This is an optimization exercise on Yosys and OpenROAD, whose aim is small area, a short achievable clock period and few clock cycles, not a production implementation.
Function was checked by simulation only, so behaviour that the tests miss may differ from the original.
Power figures rest on the tool's default switching activity, not on a simulated workload.

Setup of north:
Design rvf_block_decoder, start of the top module:
module rvf_block_decoder (
    input  wire         clk,
    input  wire         rst,
    input  wire         start,
    input  wire [15:0]  frame_len,     
    input  wire [12:0]  num_blocks,    
    output wire         idle,
    input  wire         in_valid,
    input  wire [7:0]   in_data,
    output wire         in_ready,
    output wire         out_valid,
    input  wire         out_ready,
    output wire [11:0]  out_pos,
    output wire         out_copy,      
    output wire [127:0] out_data,      
    output wire         done,
    output wire [2:0]   st_kind,
    output wire [3:0]   st_cause,
    output wire [15:0]  st_rpos,
    output wire [12:0]  st_bpos
);
Size in the first run: roughly 5300 cells after synthesis, roughly 220 I/O pins, ~0.063 mm² of cells after synthesis.
export LEC_CHECK = 0
export ABC_AREA = 1
export CAP_MARGIN = 20
export CORE_MARGIN = 2
export CORE_UTILIZATION = 40
export PLACE_DENSITY = 0.6
export SLEW_MARGIN = 20
create_clock -name core_clock -period 10.0 [get_ports {clk}]
standard.sh (not shown) runs the stock make flow with config.mk's settings and CLKGATE_MAP_FILE= SYNTH_SCRIPT=/design/flow/synth_recipe.tcl, a recipe that flattens the netlist after the stock synthesis.
==> flow/flow/run.sh <==
#!/bin/bash
# The standard layout (standard.sh: ORFS with the standard synthesis),
# with these changes to how the layout is made:
#  - setup repair aims for 6.5 ns of slack on the 10 ns clock;
#  - the port buffers are buf_2 cells;
#  - CTS clusters up to 28 sinks within 60 um and adds no dummy loads.
# make's full output goes to flow_make.log; ORFS keeps each step's log
# under orfs/logs.
set -euo pipefail
bash standard.sh \
  SETUP_SLACK_MARGIN=6.5 \
  "BUFFER_PORTS_ARGS=-buffer_cell sky130_fd_sc_hd__buf_2" \
  "CTS_ARGS=-sink_clustering_enable -repair_clock_nets -sink_clustering_size 28 -sink_clustering_max_diameter 60 -dont_use_dummy_load" \
  finish > flow_make.log 2>&1
Testbench counts of north, summed over its fixed seeds: cycles 99,042.
The inputs of south differ from those of north as listed below.
--- a/flow/design.v
+++ b/flow/design.v
@@ -90,18 +90,19 @@
     reg [2:0]  state;
     reg        idle_r, done_r;
     reg [2:0]  kind_r;
     reg [3:0]  cause_r;
     reg [15:0] rpos_r;      
     reg [15:0] rem;         
     reg [15:0] pcnt;        
     reg [12:0] cbp;         
     reg        cbp_z;       
+    reg        fresh;       
     reg [12:0] room;        
     reg        m_skip, m_rep, m_solid, m_raw, m_pal, m_cache;
     reg [1:0]  pw;          
     reg        w1, w2, w3;  
     reg        sel_bad;     
     reg [3:0]  lf;
     reg [12:0] cnt;         
     reg        f3_r;        
     reg        ovr_r;       
@@ -337,18 +338,19 @@
         end
         if (rst) begin
             state <= S_IDLE;
             idle_r <= 1'b1;
             done_r <= 1'b0;
             kind_r <= 3'd0;
             cause_r <= 4'd0;
             rpos_r <= 16'd0;
             cbp <= 13'd0;
+            fresh <= 1'b0;
             ph <= 4'd0;
             pw_v <= 1'b0;
             c5p <= 1'b0;
             addp <= 1'b0;
             head2 <= 4'd0; head4 <= 4'd0; head8 <= 4'd0;
             full2 <= 1'b0; full4 <= 1'b0; full8 <= 1'b0;
         end else begin
             done_r <= 1'b0;
             if (pw_hit) pw_v <= 1'b0;
@@ -362,28 +364,32 @@
                 cause_r <= fcause;
                 state   <= S_FIN;
             end else begin
                 case (state)
                     S_IDLE: if (start) begin
                         rem   <= frame_len;
                         rem_z <= (frame_len == 16'd0);
                         pcnt  <= 16'd0;
                         room  <= num_blocks;
-                        cbp   <= 13'd0;
-                        cbp_z <= 1'b1;
+                        fresh <= 1'b1;
                         idle_r <= 1'b0;
                         pw_v  <= 1'b0;
                         addp  <= 1'b0;
                         head2 <= 4'd0; head4 <= 4'd0; head8 <= 4'd0;
                         full2 <= 1'b0; full4 <= 1'b0; full8 <= 1'b0;
                         state <= S_HDR;
                     end
                     S_HDR: begin
+                        if (fresh) begin
+                            fresh <= 1'b0;
+                            cbp   <= 13'd0;
+                            cbp_z <= 1'b1;
+                        end
                         if (rem_z) begin
                             kind_r  <= 3'd0;
                             cause_r <= 4'd0;
                             rpos_r  <= pcnt;
                             state   <= S_FIN;
                         end else if (hv) begin
                             m_skip  <= h_skip;
                             m_rep   <= h_rep;
                             m_solid <= h_solid;
==> summary.txt <==
Looking at synthesized net count, south sits above north.
For north and south, there was not a single run that failed to finish clean.
south -> north: clock latency on the worst-skew pair flat
Proportion of cell area occupied by multi-input gates for south is higher than for north.
Compared south against north; signed area change from the synthesized netlist to the final layout within noise.
First-iteration detailed-routing DRC count went up slightly going from north to south.
Per the comparison of south with north, design area picked up an extra 460 µm²; via density per instance now sits at about the same level; worst slew slack as a fraction of its limit climbed 4.0 points.
Going from north to south, aggregate routed wire length grew by 3.1 mm, number of gates on the worst path with buffers counted grew by 8, total chip power shrank by 0.00022 W, area of the mapped netlist grew by 440 µm².
north → south: met2 usage in global routing increased 1.3 points, xor and xnor fraction of the mapped netlist area was more or less identical.
Testbench counts of south, summed over its fixed seeds: cycles 99,042.

* * *

rvf_block_decoder, a different RTL version from the one above (not shown whole).
Size in the first run: about 5400 cells after synthesis, about 220 I/O pins.
Settings: LEC_CHECK=0, ABC_AREA=1, CAP_MARGIN=20, CORE_MARGIN=2, CORE_UTILIZATION=40, PLACE_DENSITY=0.6, SLEW_MARGIN=20; clock period 10.0 ns.
Scripts as last shown in full above: flow/flow/run.sh
Testbench counts at the start, summed over its fixed seeds: cycles 99,042.
Edit:
--- a/flow/design.v
+++ b/flow/design.v
@@ -180,25 +180,23 @@
     wire [3:0] chead = w1 ? head2 : w2 ? head4 : head8;
     wire [15:0] tap2, tap2h;
     wire [31:0] tap4, tap4h;
     wire [63:0] tap8, tap8h;
     wire pw_hit = pw_v && (ph == pw_slot);
     rvf_palette_cache #(.BYTES(2)) u_cache2 (
         .clk(clk), .we(pw_hit && pw_c == 2'd1), .wdata(pal[15:0]), .rdata(tap2), .rdata8(tap2h));
     rvf_palette_cache #(.BYTES(4)) u_cache4 (
         .clk(clk), .we(pw_hit && pw_c == 2'd2), .wdata(pal[31:0]), .rdata(tap4), .rdata8(tap4h));
     rvf_palette_cache #(.BYTES(8)) u_cache8 (
         .clk(clk), .we(pw_hit && pw_c == 2'd3), .wdata(pal[63:0]), .rdata(tap8), .rdata8(tap8h));
-    wire [3:0]  selv = (state == S_CHK) ? hb[3:0] : sel[3:0];
-    wire        tsel = ph[3] ^ selv[3];   
-    wire        tmatch = !pw_v && (ph[2:0] == selv[2:0]);    
+    wire        tsel = ph[3] ^ sel[3];    
     wire [63:0] tap = w1 ? {48'd0, tsel ? tap2h : tap2} :
                       w2 ? {32'd0, tsel ? tap4h : tap4} :
                                      (tsel ? tap8h : tap8);
     wire [63:0] lane;
     rvf_pal_map u_map (.wsel({w3, w2, w1}), .b(hb), .sv(sv),
                        .pal(pal), .lane(lane));
     reg [15:0] dben;
     reg        last_b;
     integer i;
     always @(*) begin
         for (i = 0; i < 16; i = i + 1) begin
@@ -404,45 +402,40 @@
                         if (run_go || m_skip) begin
                             cbp   <= cbp + cnt;
                             cbp_z <= 1'b0;
                             room  <= room - cnt;
                             state <= S_HDR;
                         end else if (m_raw) begin
                             state <= S_DATA;
                         end else if (m_cache) begin
                             if (pop) begin
                                 sel     <= hb;
                                 sel_bad <= (hb >= {3'd0, ccount});
-                                if (tmatch && !(hb >= {3'd0, ccount})) begin
-                                    pal   <= tap;
-                                    state <= S_DATA;
-                                end else begin
-                                    state <= S_SEL;
-                                end
+                                state   <= S_SEL;
                             end
                         end else if (m_pal) begin
                             if (pop) begin
                                 pal[7:0] <= hb;
                                 state <= S_PALB;
                             end
                         end
                     end
                     S_PALB: if (pop) begin
                         pal[8*fi +: 8] <= hb;
                         fi <= fi + 3'd1;
                         if (fi == (w1 ? 3'd1 : w2 ? 3'd3 : 3'd7)) begin
                             state <= S_DATA;
                             addp  <= 1'b1;
                         end
                     end
-                    S_SEL: if (tmatch) begin
+                    S_SEL: if (!pw_v && ph[2:0] == sel[2:0]) begin
                         pal   <= tap;
                         state <= S_DATA;
                     end
                     S_DATA: begin
                         if (addp && !c5p) begin
                             addp    <= 1'b0;
                             pw_v    <= 1'b1;
                             pw_c    <= pw;
                             pw_slot <= chead;
                             case (pw)
                                 2'd1: begin head2 <= head2 + 4'd1; if (head2 == 4'd15) full2 <= 1'b1; end
Effect: Wire length grows by about 0.5%; power shrinks by 4.1%; via count shrinks by 1.2%; non-clock buffer count does not change; critical path depth shrinks by 1; sequential share of layout area grows by 0.12 points; combinational power shrinks by about 20%; final area barely changes; global-route usage grows by 0.30 points; clock power is about the same; final cell count shrinks by 0.35%; core utilization hardly moves; die area stays flat.
Testbench counts after the change, summed over its fixed seeds: cycles 99,416.

## static timing again, ports no longer ideal
No port has a modelled driver above. Below, the same layouts with a new extraction and two added sets of constraints. Step 1 sets driving cells, clkbuf_16 on the clock port and buf_2 on the other inputs (assumed; they add their load-dependent delay and slew). Step 2, shift: input delay + t, output delay - t, t = (earliest + latest rising clock arrival at the registers) / 2. This alone moves slack from input paths to output paths. Slacks: ideal ports / drivers / drivers and shift; pairs: ideal ports / drivers.
run	shift t [ns]	setup slack, ns	hold WS [ns]	clock arrival spread, ns	worst slew at a driven data input, ns
north	0.820	6.484 / 6.407 / 5.841	0.239 / 0.239 / 0.239	0.133 / 0.134	0.05
south	0.802	6.532 / 6.513 / 5.836	0.280 / 0.280 / 0.280	0.121 / 0.121	0.05
the first run of note 2	0.825	6.429 / 6.384 / 5.864	0.237 / 0.237 / 0.237	0.141 / 0.140	0.07
the second run of note 2	0.797	6.515 / 6.515 / 5.847	0.277 / 0.277 / 0.277	0.126 / 0.126	0.06
After both steps every run listed still meets setup and hold. For south, which loses most, drivers alone change the setup slack by -0.019 ns; drivers and shift together by -0.696 ns.
